From an optimization exercise on the open Yosys and OpenROAD flow, aimed at small area, a short achievable clock period and few clock cycles; shortcuts taken in it are not production practice.
At most, simulation tests tie the RTL to the original design; equivalence was not proved.
No activity file was given, so power comes from the tool's default toggle rates.

Setup of the baseline:
==> flow/design.v <==
module bk_unpack (
    input  wire        clk,
    input  wire        rst,             
    input  wire        start,           
    input  wire [15:0] packed_size,
    input  wire [15:0] unpacked_size,
    input  wire [15:0] buf_len,
    output wire        idle,
    output reg         done,            
    output reg  [3:0]  status,
    output reg         mem_req,
    output reg         mem_we,
    output reg  [15:0] mem_addr,
    output wire [7:0]  mem_wdata,
    input  wire        mem_gnt,
    input  wire [7:0]  mem_rdata
);
    localparam [3:0] ST_OK        = 4'd0,
                     ST_CHECKSUM  = 4'd1,
                     ST_TRAILER   = 4'd3,
                     ST_BUFSMALL  = 4'd4,
                     ST_SIZE      = 4'd5,
                     ST_READBND   = 4'd6,
                     ST_WRITEBND  = 4'd7,
                     ST_REFBND    = 4'd8;
    localparam [2:0] S_IDLE = 3'd0,
                     S_TRL  = 3'd1,    
                     S_NORM = 3'd2,    
                     S_HDR  = 3'd3,    
                     S_H2   = 3'd4,    
                     S_LIT  = 3'd5,    
                     S_REF  = 3'd6,    
                     S_FIN  = 3'd7;    
    reg  [2:0]  st;
    reg  [15:0] rptr;      
    reg  [2:0]  pf_iss;    
    reg  [2:0]  nx_cnt;    
    reg  [31:0] nxt;
    reg  [31:0] chunk;
    reg  [31:0] crc;
    reg  [5:0]  pos;       
    reg         fresh;     
    reg         rrq;       
    reg         commit_d;  
    reg         hz_pre;    
    reg  [16:0] dst;       
    reg  [12:0] nmd;       
    reg  [1:0]  tw;        
    reg  [8:0]  cnt;       
    reg  [11:0] off;
    reg         rfirst;
    reg  [7:0]  wd_q;      
    reg         wd_rd;     
    reg         rdv;       
    reg         rdk;       
    reg         op_pf;     
    assign idle = (st == S_IDLE);
    assign mem_wdata = wd_rd ? mem_rdata : wd_q;
    wire sfree    = ~mem_req | mem_gnt;
    wire acc      = mem_req & mem_gnt;
    wire pf_arr   = rdv & rdk;
    wire ref_rd   = mem_req & ~mem_we & ~op_pf;    
    wire ref_racc = ref_rd & mem_gnt;
    wire nx_valid = nx_cnt[2];
    wire rptr_ok  = |rptr[15:2];    
    wire [15:0] rptr_m1 = rptr - 16'd1;
    wire active   = (st != S_IDLE) && (st != S_FIN);
    wire pf_want  = active && !pf_iss[2] && ((pf_iss != 3'd0) || rptr_ok);
    wire exhausted = (pf_iss == 3'd0) && !rptr_ok;
    wire [43:0] w0  = {nxt[11:0], chunk};
    wire [27:0] w1s = pos[4] ? w0[43:16] : w0[27:0];
    wire [19:0] w2s = pos[3] ? w1s[27:8] : w1s[19:0];
    wire [15:0] w3s = pos[2] ? w2s[19:4] : w2s[15:0];
    wire [13:0] w4s = pos[1] ? w3s[15:2] : w3s[13:0];
    wire [12:0] w5s = pos[0] ? w4s[13:1] : w4s[12:0];
    wire [12:0] f   = pos[5] ? nxt[12:0] : w5s;
    wire [5:0] p1  = pos + 6'd1;
    wire [5:0] p5  = pos + 6'd5;
    wire [5:0] p8  = pos + 6'd8;
    wire [5:0] p10 = pos + 6'd10;
    wire [5:0] p11 = pos + 6'd11;
    wire [5:0] p12 = pos + 6'd12;
    wire [5:0] p13 = pos + 6'd13;
    wire x5  = pos > 6'd27;
    wire x8  = pos > 6'd24;
    wire x10 = pos > 6'd22;
    wire x11 = pos > 6'd21;
    wire x12 = pos > 6'd20;
    wire x13 = pos > 6'd19;
    reg  [5:0]  hp;        
    reg         hx;        
    reg  [1:0]  hkind;     
    reg  [8:0]  hcnt;
    reg  [11:0] hoff;
    always @* begin
        hoff = 12'd0;
        if (!f[0]) begin
            if (!f[1]) begin
                hp = p5;  hx = x5;  hkind = 2'd0; hcnt = {6'd0, f[2], f[3], f[4]};
            end else begin
                hp = p10; hx = x10; hkind = 2'd1; hcnt = 9'd1;
                hoff = {4'd0, f[2], f[3], f[4], f[5], f[6], f[7], f[8], f[9]};
            end
        end else begin
            case ({f[1], f[2]})
            2'b00: begin
                hp = p12; hx = x12; hkind = 2'd1; hcnt = 9'd2;
                hoff = {3'd0, f[3], f[4], f[5], f[6], f[7], f[8], f[9], f[10], f[11]};
            end
            2'b01: begin
                hp = p13; hx = x13; hkind = 2'd1; hcnt = 9'd3;
                hoff = {2'd0, f[3], f[4], f[5], f[6], f[7], f[8], f[9], f[10], f[11], f[12]};
            end
            2'b10: begin
                hp = p11; hx = x11; hkind = 2'd2;
                hcnt = {1'b0, f[3], f[4], f[5], f[6], f[7], f[8], f[9], f[10]};
            end
            default: begin
                hp = p11; hx = x11; hkind = 2'd0;
                hcnt = {1'b0, f[3], f[4], f[5], f[6], f[7], f[8], f[9], f[10]} + 9'd8;
            end
            endcase
        end
    end
    wire [5:0]  npos = (st == S_HDR) ? hp : (st == S_H2) ? p12 : p8;
    wire        xing = (st == S_HDR) ? hx : (st == S_H2) ? x12 : x8;
    wire [5:0]  pos_n = {npos[5] & ~xing, npos[4:0]};
    wire [16:0] dmr    = dst - {1'b0, rptr};
    wire        hz_now = dmr[16] | (dmr[15:2] == 14'd0);
    wire        cok     = nx_valid & (fresh | ~hz_pre);    
    wire        hz_stall = nx_valid & ~fresh & hz_pre;
    wire        dec_st  = (st == S_HDR) | (st == S_H2) | (st == S_LIT);
    wire        hdr_end = (st == S_HDR) & dst[16];         
    wire        lit_slot = sfree & ~pf_want;
    wire        dec_en  = ((st == S_HDR) & ~dst[16]) | (st == S_H2) |
                          ((st == S_LIT) & ~dst[16] & lit_slot);
    wire        go      = dec_en & (~xing | cok);           
    wire        commit  = dec_en & xing & cok;
    wire        need_rr = dec_st & ~hdr_end & xing & hz_stall & ~rrq;
    wire        nobits  = dec_st & ~hdr_end & xing & ~nx_valid & exhausted;
    wire        lit_f7  = (st == S_LIT) & dst[16] & (~xing | nx_valid);
    wire [7:0]  lbyte = {f[0], f[1], f[2], f[3], f[4], f[5], f[6], f[7]};
    wire [16:0] ra      = dst + {5'd0, off};
    wire        bnd_bad = ~nmd[12] & (off >= nmd[11:0]);
    wire        lit_go  = go & (st == S_LIT);
    wire        ref_w   = (st == S_REF) && ref_racc;
    wire        wr_go   = lit_go | ref_w;
    always @(posedge clk) begin
        if (rst) begin
            st      <= S_IDLE;
            done    <= 1'b0;
            status  <= ST_OK;
            mem_req <= 1'b0;
            mem_we  <= 1'b0;
            rdv     <= 1'b0;
            rrq     <= 1'b0;
            commit_d <= 1'b0;
        end else begin
            done   <= 1'b0;
            rdv    <= acc & ~mem_we;
            rdk    <= op_pf;
            hz_pre <= hz_now;
            rrq    <= need_rr;
            commit_d <= commit;
            if (commit) chunk <= nxt;
            if (commit_d) begin
                crc    <= crc ^ chunk;
                nx_cnt <= 3'd0;
                pf_iss <= 3'd0;
                fresh  <= 1'b0;
            end
            if (rrq) begin
                rptr   <= rptr + 16'd4;
                pf_iss <= 3'd0;
                nx_cnt <= 3'd0;
                fresh  <= 1'b1;
            end
            if (acc) mem_req <= 1'b0;
            if (pf_arr) begin
                nxt    <= {mem_rdata, nxt[31:8]};
                nx_cnt <= nx_cnt + 3'd1;
            end
            if (mem_req && mem_we && wd_rd) begin
                wd_q  <= mem_rdata;
                wd_rd <= 1'b0;
            end
            if (sfree && pf_want && !ref_w) begin
                mem_req  <= 1'b1;
                mem_we   <= 1'b0;
                mem_addr <= rptr_m1;
                op_pf    <= 1'b1;
                rptr     <= rptr_m1;
                pf_iss   <= pf_iss + 3'd1;
            end
            if (wr_go) begin
                mem_req  <= 1'b1;
                mem_we   <= 1'b1;
                mem_addr <= dst[15:0];
                op_pf    <= 1'b0;
                wd_rd    <= ref_w;
                dst      <= dst - 17'd1;
                cnt      <= cnt - 9'd1;
                if (!nmd[12]) nmd <= nmd + 13'd1;
                if (cnt == 9'd0) st <= S_HDR;
            end
            case (st)
            S_IDLE: begin
                mem_req <= 1'b0;
                if (start) begin
                    if (packed_size < 16'd12) begin
                        status <= ST_TRAILER;
                        done   <= 1'b1;
                    end else if (packed_size > buf_len || unpacked_size > buf_len) begin
                        status <= ST_BUFSMALL;
                        done   <= 1'b1;
                    end else begin
                        rptr   <= packed_size;
                        pf_iss <= 3'd0;
                        nx_cnt <= 3'd0;
                        dst    <= {1'b0, unpacked_size};
                        crc    <= 32'd0;
                        tw     <= 2'd0;
                        fresh  <= 1'b0;
                        st     <= S_TRL;
                    end
                end
            end
            S_TRL: begin
                if (nx_valid) begin
                    nx_cnt <= 3'd0;
                    pf_iss <= 3'd0;
                    tw     <= tw + 2'd1;
                    if (tw == 2'd0) begin
                        if (nxt != {15'd0, dst}) begin
                            status  <= ST_SIZE;
                            done    <= 1'b1;
                            mem_req <= 1'b0;
                            st      <= S_IDLE;
                        end
                    end else begin
                        crc <= crc ^ nxt;
                        if (tw == 2'd2) begin
                            chunk <= nxt;
                            pos   <= 6'd0;
                            dst   <= dst - 17'd1;
                            nmd   <= 13'd1;
                            st    <= S_NORM;
                        end
                    end
                end
            end
            S_NORM: begin
                if (pos[5]) begin
                    st <= S_HDR;
                end else begin
                    chunk <= {chunk[30:0], 1'b0};
                    pos   <= p1;
                    if (chunk[31]) st <= S_HDR;
                end
            end
            S_HDR, S_H2, S_LIT: begin
                if (hdr_end) begin
                    st <= S_FIN;
                end else if (nobits) begin
                    status  <= ST_READBND;
                    done    <= 1'b1;
                    mem_req <= 1'b0;
                    st      <= S_IDLE;
                end else if (lit_f7) begin
                    status  <= ST_WRITEBND;
                    done    <= 1'b1;
                    mem_req <= 1'b0;
                    st      <= S_IDLE;
                end
                if (go) begin
                    pos <= pos_n;
                    if (st == S_HDR) begin
                        cnt    <= hcnt;
                        off    <= hoff;
                        rfirst <= 1'b1;
                        st     <= (hkind == 2'd0) ? S_LIT : (hkind == 2'd1) ? S_REF : S_H2;
                    end else if (st == S_H2) begin
                        off <= {f[0], f[1], f[2], f[3], f[4], f[5], f[6], f[7], f[8], f[9], f[10], f[11]};
                        st  <= S_REF;
                    end else begin
                        wd_q <= lbyte;
                    end
                end
            end
            S_REF: begin
                if (rfirst && bnd_bad) begin
                    status  <= ST_REFBND;
                    done    <= 1'b1;
                    mem_req <= 1'b0;
                    st      <= S_IDLE;
                end else if (dst[16] && !ref_rd) begin
                    status  <= ST_WRITEBND;
                    done    <= 1'b1;
                    mem_req <= 1'b0;
                    st      <= S_IDLE;
                end else begin
                    rfirst <= 1'b0;
                    if (sfree && !pf_want && !ref_rd) begin
                        mem_req  <= 1'b1;
                        mem_we   <= 1'b0;
                        mem_addr <= ra[15:0];
                        op_pf    <= 1'b0;
                    end
                end
            end
            S_FIN: begin
                if (!(mem_req && mem_we && !mem_gnt)) begin
                    status  <= (crc != 32'd0) ? ST_CHECKSUM : ST_OK;
                    done    <= 1'b1;
                    mem_req <= 1'b0;
                    st      <= S_IDLE;
                end
            end
            default: st <= S_IDLE;
            endcase
        end
    end
endmodule
make LEC_CHECK=0 CAP_MARGIN=20 CORE_MARGIN=2 CORE_UTILIZATION=40 SETUP_SLACK_MARGIN=2.0 SLEW_MARGIN=20 finish   # period 6.0 ns
run.sh (not shown) runs the stock make flow with config.mk's settings and CLKGATE_MAP_FILE= SYNTH_SCRIPT=/design/flow/synth_recipe.tcl, a recipe that flattens the netlist after the stock synthesis.
Inputs modified between the baseline and the candidate:
diff --git a/flow/design.v b/flow/design.v
--- a/flow/design.v
+++ b/flow/design.v
@@ -41,6 +41,4 @@
     reg  [5:0]  pos;       
     reg         fresh;     
-    reg         rrq;       
-    reg         commit_d;  
     reg         hz_pre;    
     reg  [16:0] dst;       
@@ -128,20 +126,11 @@
     wire [16:0] dmr    = dst - {1'b0, rptr};
     wire        hz_now = dmr[16] | (dmr[15:2] == 14'd0);
-    wire        cok     = nx_valid & (fresh | ~hz_pre);    
-    wire        hz_stall = nx_valid & ~fresh & hz_pre;
-    wire        dec_st  = (st == S_HDR) | (st == S_H2) | (st == S_LIT);
-    wire        hdr_end = (st == S_HDR) & dst[16];         
-    wire        lit_slot = sfree & ~pf_want;
-    wire        dec_en  = ((st == S_HDR) & ~dst[16]) | (st == S_H2) |
-                          ((st == S_LIT) & ~dst[16] & lit_slot);
-    wire        go      = dec_en & (~xing | cok);           
-    wire        commit  = dec_en & xing & cok;
-    wire        need_rr = dec_st & ~hdr_end & xing & hz_stall & ~rrq;
-    wire        nobits  = dec_st & ~hdr_end & xing & ~nx_valid & exhausted;
-    wire        lit_f7  = (st == S_LIT) & dst[16] & (~xing | nx_valid);
+    wire        hazard = xing && nx_valid && !fresh && hz_pre;
+    wire        bits_ok = (!xing || nx_valid) && !hazard;
+    wire        nobits  = xing && !nx_valid && exhausted;
     wire [7:0]  lbyte = {f[0], f[1], f[2], f[3], f[4], f[5], f[6], f[7]};
     wire [16:0] ra      = dst + {5'd0, off};
     wire        bnd_bad = ~nmd[12] & (off >= nmd[11:0]);
-    wire        lit_go  = go & (st == S_LIT);
+    wire        lit_go  = (st == S_LIT) && bits_ok && !dst[16] && sfree && !pf_want;
     wire        ref_w   = (st == S_REF) && ref_racc;
     wire        wr_go   = lit_go | ref_w;
@@ -154,6 +143,4 @@
             mem_we  <= 1'b0;
             rdv     <= 1'b0;
-            rrq     <= 1'b0;
-            commit_d <= 1'b0;
         end else begin
             done   <= 1'b0;
@@ -161,19 +148,4 @@
             rdk    <= op_pf;
             hz_pre <= hz_now;
-            rrq    <= need_rr;
-            commit_d <= commit;
-            if (commit) chunk <= nxt;
-            if (commit_d) begin
-                crc    <= crc ^ chunk;
-                nx_cnt <= 3'd0;
-                pf_iss <= 3'd0;
-                fresh  <= 1'b0;
-            end
-            if (rrq) begin
-                rptr   <= rptr + 16'd4;
-                pf_iss <= 3'd0;
-                nx_cnt <= 3'd0;
-                fresh  <= 1'b1;
-            end
             if (acc) mem_req <= 1'b0;
             if (pf_arr) begin
@@ -260,6 +232,11 @@
             end
             S_HDR, S_H2, S_LIT: begin
-                if (hdr_end) begin
+                if (st == S_HDR && dst[16]) begin
                     st <= S_FIN;
+                end else if (hazard) begin
+                    rptr   <= rptr + 16'd4;
+                    pf_iss <= 3'd0;
+                    nx_cnt <= 3'd0;
+                    fresh  <= 1'b1;
                 end else if (nobits) begin
                     status  <= ST_READBND;
@@ -267,12 +244,18 @@
                     mem_req <= 1'b0;
                     st      <= S_IDLE;
-                end else if (lit_f7) begin
+                end else if (bits_ok && st == S_LIT && dst[16]) begin
                     status  <= ST_WRITEBND;
                     done    <= 1'b1;
                     mem_req <= 1'b0;
                     st      <= S_IDLE;
-                end
-                if (go) begin
+                end else if (bits_ok && (st != S_LIT || lit_go)) begin
                     pos <= pos_n;
+                    if (xing) begin
+                        chunk  <= nxt;
+                        crc    <= crc ^ nxt;
+                        nx_cnt <= 3'd0;
+                        pf_iss <= 3'd0;
+                        fresh  <= 1'b0;
+                    end
                     if (st == S_HDR) begin
                         cnt    <= hcnt;
Findings:
The baseline and the candidate all finish clean.
Routed wire length: the baseline and the candidate compared, higher one is the candidate
Per the comparison of the candidate with the baseline, clock skew climbed 0.0079 ns, final worst setup slack saw a decrease, multi-input combinational area share shrank by 0.67 points, power dissipated by switching net loads now larger.
Testbench counts of the candidate, summed over its fixed seeds: cycles 117,871.
Only the layout flow was run in the baseline; the RTL was not checked for function there.

## what the ideal ports hide
The results above use ideal ports. As a check the final layouts listed here were re-extracted and re-timed, cells and wires unchanged.
Step 1 assumes that a clkbuf_16 drives the clock port and a buf_2 every other input.
Step 2 times the ports against the registers' clock, not the clock port: input delays grow and output delays shrink by t, the midpoint of the rising clock arrivals with the driver on.
Three values: ideal, step 1, step 2; two values: the first two.
run	shift t [ns]	setup WS [ns]	clock arrival spread, ns	cell pins on the clock port's net
the baseline	0.614	2.108 / 2.108 / 1.627	0.025 / 0.024	1
the candidate	0.605	1.758 / 1.758 / 1.388	0.030 / 0.031	1
After both steps setup and hold are still met in every run listed. The setup slack of the baseline, which loses most, moves by 0.000 ns with the drivers and by -0.481 ns with both steps.
